Background: an optimization exercise with open tools, aiming at small area. Do not read the settings as production practice.
The RTL was checked by simulation tests, not by an equivalence proof against the original design.
Power figures rest on the tool's default switching activity, not on a simulated workload.

==> flow/design.v <==
module isa_core (
    input  wire         clk,
    input  wire         rst,
    output wire         mem_req,
    output wire         mem_we,
    output wire [15:0]  mem_addr,
    output wire [15:0]  mem_wdata,
    input  wire [15:0]  mem_rdata,
    input  wire         mem_ready,
    input  wire         bp_we,
    input  wire [1:0]   bp_idx,
    input  wire         bp_valid,
    input  wire [17:0]  bp_addr,
    output wire         halted,
    output wire         bp_hit,
    output wire [17:0]  pc,
    output wire         flag_z,
    output wire         flag_n,
    output wire         flag_c,
    output wire [31:0]  icount,
    output wire [127:0] regs
);
    localparam [2:0] S_F   = 3'd0,
                     S_M   = 3'd1,
                     S_H   = 3'd2,
                     S_CLR = 3'd3,
                     S_E   = 3'd4,
                     S_EF  = 3'd5,
                     S_W   = 3'd6,
                     S_WS  = 3'd7;
    reg [2:0]  state;
    reg [3:0]  cnt;
    reg [15:0] ir;
    reg [15:0] ar;
    reg [15:0] pc_lo;
    reg        pc16;
    reg [31:0] ic;
    reg        z_r, n_r, c_r;
    reg        cy, pcy, icy;
    reg [15:0] rf [0:7];
    reg [16:0] bp_a [0:3];
    wire [16:0] pc_r = {pc16, pc_lo};
    wire        bp_ok = bp_valid && (bp_addr[17] == (bp_addr[16] && bp_addr[15]));
    wire [16:0] bp_w  = bp_ok ? bp_addr[16:0] : {3'b101, bp_addr[13:0]};
    integer b;
    always @(posedge clk) begin
        for (b = 0; b < 4; b = b + 1) begin
            if (bp_we) begin
                if (bp_idx == b[1:0])
                    bp_a[b] <= bp_w;
            end else if (rst) begin
                bp_a[b][16:14] <= 3'b101;
            end
        end
    end
    wire bp_match = (bp_a[0] == pc_r) || (bp_a[1] == pc_r) ||
                    (bp_a[2] == pc_r) || (bp_a[3] == pc_r);
    wire pc_ok    = !pc16 && (pc_lo != 16'hFFFF);
    wire st_clr = (state == S_CLR);
    wire st_f   = (state == S_F);
    wire st_e   = state[2] && !state[1];
    wire st_m   = (state == S_M);
    wire st_w   = state[2] && state[1];
    wire halted_r = (state == S_H);
    wire [3:0] op  = (state == S_EF) ? 4'h0 : ir[15:12];
    wire [2:0] rd  = ir[11:9];
    wire [2:0] rs1 = ir[8:6];
    wire [2:0] rs2 = ir[5:3];
    wire is_add  = (op == 4'h1);
    wire is_sub  = (op == 4'h2);
    wire is_and  = (op == 4'h3);
    wire is_or   = (op == 4'h4);
    wire is_ld   = (op == 4'h6);
    wire is_st   = (op == 4'h7);
    wire is_jmp  = (op == 4'h8);
    wire is_brz  = (op == 4'h9);
    wire is_halt = (op == 4'hA);
    wire is_alu  = (op >= 4'h1) && (op <= 4'h5);
    wire is_rr   = (op >= 4'h1) && (op <= 4'h4);
    wire is_mem  = is_ld || is_st;
    wire busy   = state[2] || st_clr;            
    wire first  = (cnt == 4'd0);
    wire last   = (cnt == 4'd15);
    wire [3:0] ilim  = ir[15] ? 4'd9 : 4'd5;
    wire       i_bit = ir[(cnt < ilim) ? cnt : ilim];
    wire [2:0] bsel = is_st ? rd : rs2;
    wire a_bit  = rf[rs1][0];
    wire b_reg  = rf[bsel][0];
    wire b_op   = is_rr ? b_reg : i_bit;
    wire b_eff  = b_op ^ is_sub;
    wire cin    = first ? is_sub : cy;
    wire sum    = a_bit ^ b_eff ^ cin;
    wire cout   = (a_bit & b_eff) | (a_bit & cin) | (b_eff & cin);
    wire res    = is_and ? (a_bit & b_reg) : is_or ? (a_bit | b_reg) : sum;
    wire take    = is_jmp || (is_brz && z_r);
    wire pc_off  = st_e && take;
    wire pc_add  = (st_e && (is_mem || is_halt)) ? 1'b0 :
                   pc_off ? i_bit :
                   (cnt == 4'd1);
    wire pcin    = (first || (st_e && is_mem)) ? 1'b0 : pcy;
    wire pc_sum  = pc_lo[0] ^ pc_add ^ pcin;
    wire pc_cout = (pc_lo[0] & pc_add) | (pc_lo[0] & pcin) | (pc_add & pcin);
    wire pc_in   = st_clr ? 1'b0 : pc_sum;
    wire pc16_next = pc16 ^ pc_cout ^ (pc_off && ir[9]);
    wire icin = first ? 1'b1 : icy;
    wire ic_s0 = ic[0] ^ icin;
    wire ic_c1 = ic[0] & icin;
    wire ic_s1 = ic[1] ^ ic_c1;
    wire ic_c2 = ic[1] & ic_c1;
    wire ld_wr = (state == S_W) && is_ld;
    wire swap  = (st_e || st_w) && is_st;
    wire wbit  = st_clr ? 1'b0 : (st_e && is_alu) ? res : ld_wr ? ar[0] : rf[7][0];
    wire wen   = (st_e && is_alu) || ld_wr || swap;
    integer i;
    always @(posedge clk) begin
        if (busy) begin
            for (i = 0; i < 8; i = i + 1) begin
                if (st_clr || (wen && rd == i[2:0]))
                    rf[i] <= {wbit, rf[i][15:1]};
                else if (i == 7 && swap)
                    rf[i] <= {b_reg, rf[i][15:1]};
                else
                    rf[i] <= {rf[i][0], rf[i][15:1]};
            end
        end
    end
    always @(posedge clk) begin
        if (busy) begin
            pc_lo <= {pc_in, pc_lo[15:1]};
            pcy   <= (st_e && is_mem) ? ((first | pcy) & res) : pc_cout;
            if (last)
                pc16 <= !st_clr && pc16_next;
        end
        if (busy)
            ar <= {(st_e && is_mem) ? res : pc_in, ar[15:1]};
        else if (st_m && is_ld && mem_ready)
            ar <= mem_rdata;
        if (st_clr || st_e) begin
            ic  <= {st_clr ? 2'b00 : {ic_s1, ic_s0}, ic[31:2]};
            icy <= ic_c2;
        end
        if (st_e)
            cy <= cout;
        if (st_f && mem_ready)
            ir <= mem_rdata;
    end
    always @(posedge clk) begin
        if (rst) begin
            state    <= S_CLR;
            cnt      <= 4'd0;
            z_r      <= 1'b0;
            n_r      <= 1'b0;
            c_r      <= 1'b0;
        end else begin
            if (busy)
                cnt <= cnt + 4'd1;
            if (st_e && is_alu) begin
                z_r <= (first | z_r) & !res;
                n_r <= res;
                if (is_add && last)
                    c_r <= cout;
            end
            case (state)
                S_CLR: if (last) state <= S_F;
                S_F: begin
                    if (!bp_match) begin
                        if (!pc_ok)
                            state <= S_EF;
                        else if (mem_ready)
                            state <= S_E;
                    end
                end
                S_E, S_EF: begin
                    if (last) begin
                        if (is_mem) begin
                            state <= (pcy && res) ? (is_ld ? S_WS : S_W) : S_M;
                        end else begin
                            state <= (is_halt || state == S_EF) ? S_H : S_F;
                        end
                    end
                end
                S_M: if (mem_ready) state <= S_W;
                S_W, S_WS: if (last) state <= S_F;
                default: ;
            endcase
        end
    end
    assign mem_req   = 1'b1;
    assign mem_we    = st_m && is_st;
    assign mem_addr  = ar;
    assign mem_wdata = rf[7];
    assign halted = halted_r;
    assign bp_hit = st_f && bp_match;
    assign pc     = {pc16 && pc_lo[15], pc_r};
    assign flag_z = z_r;
    assign flag_n = n_r;
    assign flag_c = c_r;
    assign icount = ic;
    genvar g;
    generate
        for (g = 0; g < 8; g = g + 1) begin : g_regs
            assign regs[16*g +: 16] = rf[g];
        end
    endgenerate
endmodule
Settings: LEC_CHECK=0, CAP_MARGIN=20, CORE_MARGIN=2, CORE_UTILIZATION=65, SLEW_MARGIN=20; clock period 10.0 ns.
standard.sh (not shown) runs the stock make flow with config.mk's settings and CLKGATE_MAP_FILE= SYNTH_SCRIPT=/design/flow/synth_recipe.tcl, a recipe that flattens the netlist after the stock synthesis.
==> flow/flow/run.sh <==
#!/bin/bash
set -euo pipefail
bash standard.sh \
  'BUFFER_PORTS_ARGS=-buffer_cell sky130_fd_sc_hd__buf_1' \
  'CTS_ARGS=-sink_clustering_enable -repair_clock_nets -buf_list sky130_fd_sc_hd__clkbuf_4 -dont_use_dummy_load -sink_clustering_size 10 -sink_clustering_max_diameter 60' \
  finish > flow.log 2>&1
The baseline passed the timing, DRC and antenna checks.
Rerun with:
--- a/flow/design.v
+++ b/flow/design.v
@@ -32,31 +32,29 @@
     reg [3:0]  cnt;
     reg [15:0] ir;
     reg [15:0] ar;
     reg [15:0] pc_lo;
-    reg        pc16;
+    reg [1:0]  pc_hi;
     reg [31:0] ic;
     reg        z_r, n_r, c_r;
     reg        cy, pcy, icy;
     reg [15:0] rf [0:7];
-    reg [16:0] bp_a [0:3];
-    wire [16:0] pc_r = {pc16, pc_lo};
-    wire        bp_ok = bp_valid && (bp_addr[17] == (bp_addr[16] && bp_addr[15]));
-    wire [16:0] bp_w  = bp_ok ? bp_addr[16:0] : {3'b101, bp_addr[13:0]};
+    reg [17:0] bp_a [0:3];
+    wire [17:0] pc_r = {pc_hi, pc_lo};
     integer b;
     always @(posedge clk) begin
         for (b = 0; b < 4; b = b + 1) begin
             if (bp_we) begin
                 if (bp_idx == b[1:0])
-                    bp_a[b] <= bp_w;
+                    bp_a[b] <= {bp_addr[17] | !bp_valid, bp_addr[16] & bp_valid, bp_addr[15:0]};
             end else if (rst) begin
-                bp_a[b][16:14] <= 3'b101;
+                bp_a[b][17:16] <= 2'b10;
             end
         end
     end
     wire bp_match = (bp_a[0] == pc_r) || (bp_a[1] == pc_r) ||
                     (bp_a[2] == pc_r) || (bp_a[3] == pc_r);
-    wire pc_ok    = !pc16 && (pc_lo != 16'hFFFF);
+    wire pc_ok    = (pc_hi == 2'b00) && (pc_lo != 16'hFFFF);
     wire st_clr = (state == S_CLR);
     wire st_f   = (state == S_F);
     wire st_e   = state[2] && !state[1];
     wire st_m   = (state == S_M);
@@ -100,9 +98,9 @@
     wire pcin    = (first || (st_e && is_mem)) ? 1'b0 : pcy;
     wire pc_sum  = pc_lo[0] ^ pc_add ^ pcin;
     wire pc_cout = (pc_lo[0] & pc_add) | (pc_lo[0] & pcin) | (pc_add & pcin);
     wire pc_in   = st_clr ? 1'b0 : pc_sum;
-    wire pc16_next = pc16 ^ pc_cout ^ (pc_off && ir[9]);
+    wire [1:0] pc_hi_next = pc_hi + {1'b0, pc_cout} + ((pc_off && ir[9]) ? 2'b11 : 2'b00);
     wire icin = first ? 1'b1 : icy;
     wire ic_s0 = ic[0] ^ icin;
     wire ic_c1 = ic[0] & icin;
     wire ic_s1 = ic[1] ^ ic_c1;
@@ -128,9 +126,9 @@
         if (busy) begin
             pc_lo <= {pc_in, pc_lo[15:1]};
             pcy   <= (st_e && is_mem) ? ((first | pcy) & res) : pc_cout;
             if (last)
-                pc16 <= !st_clr && pc16_next;
+                pc_hi <= st_clr ? 2'b00 : pc_hi_next;
         end
         if (busy)
             ar <= {(st_e && is_mem) ? res : pc_in, ar[15:1]};
         else if (st_m && is_ld && mem_ready)
@@ -190,9 +188,9 @@
     assign mem_addr  = ar;
     assign mem_wdata = rf[7];
     assign halted = halted_r;
     assign bp_hit = st_f && bp_match;
-    assign pc     = {pc16 && pc_lo[15], pc_r};
+    assign pc     = pc_r;
     assign flag_z = z_r;
     assign flag_n = n_r;
     assign flag_c = c_r;
     assign icount = ic;
Die area climbs by 2.5%. Power climbs by 1.4%. Wire length drops by 4.1%. Area after synthesis climbs by 2.6%. Core utilization drops by 0.85 points. Clock-buffer cell count climbs by 1. Via count climbs by 2.5%.

[static timing again, ports no longer ideal]
Ports are ideal in the flow. The routed layouts listed here were re-timed in OpenROAD.
Step 1, drivers: a clkbuf_16 drives clk and a buf_2 each remaining input, both assumed.
Step 2 also shifts input and output timing later by t, the mid clock arrival at the registers, as if the neighbouring blocks saw the same clock.
Slacks: ideal / step 1 / step 2; pairs: ideal / step 1.
run | t (ns) | slack for setup (ns) | hold slack, ns | worst setup path after step 2
the first run | 0.657 | 5.377 / 5.341 / 5.467 | 0.420 / 0.420 / 0.420 | register to register
the second run | 0.641 | 5.044 / 5.006 / 5.464 | 0.424 / 0.424 / 0.424 | register to register
After both steps every run listed still meets setup and hold.
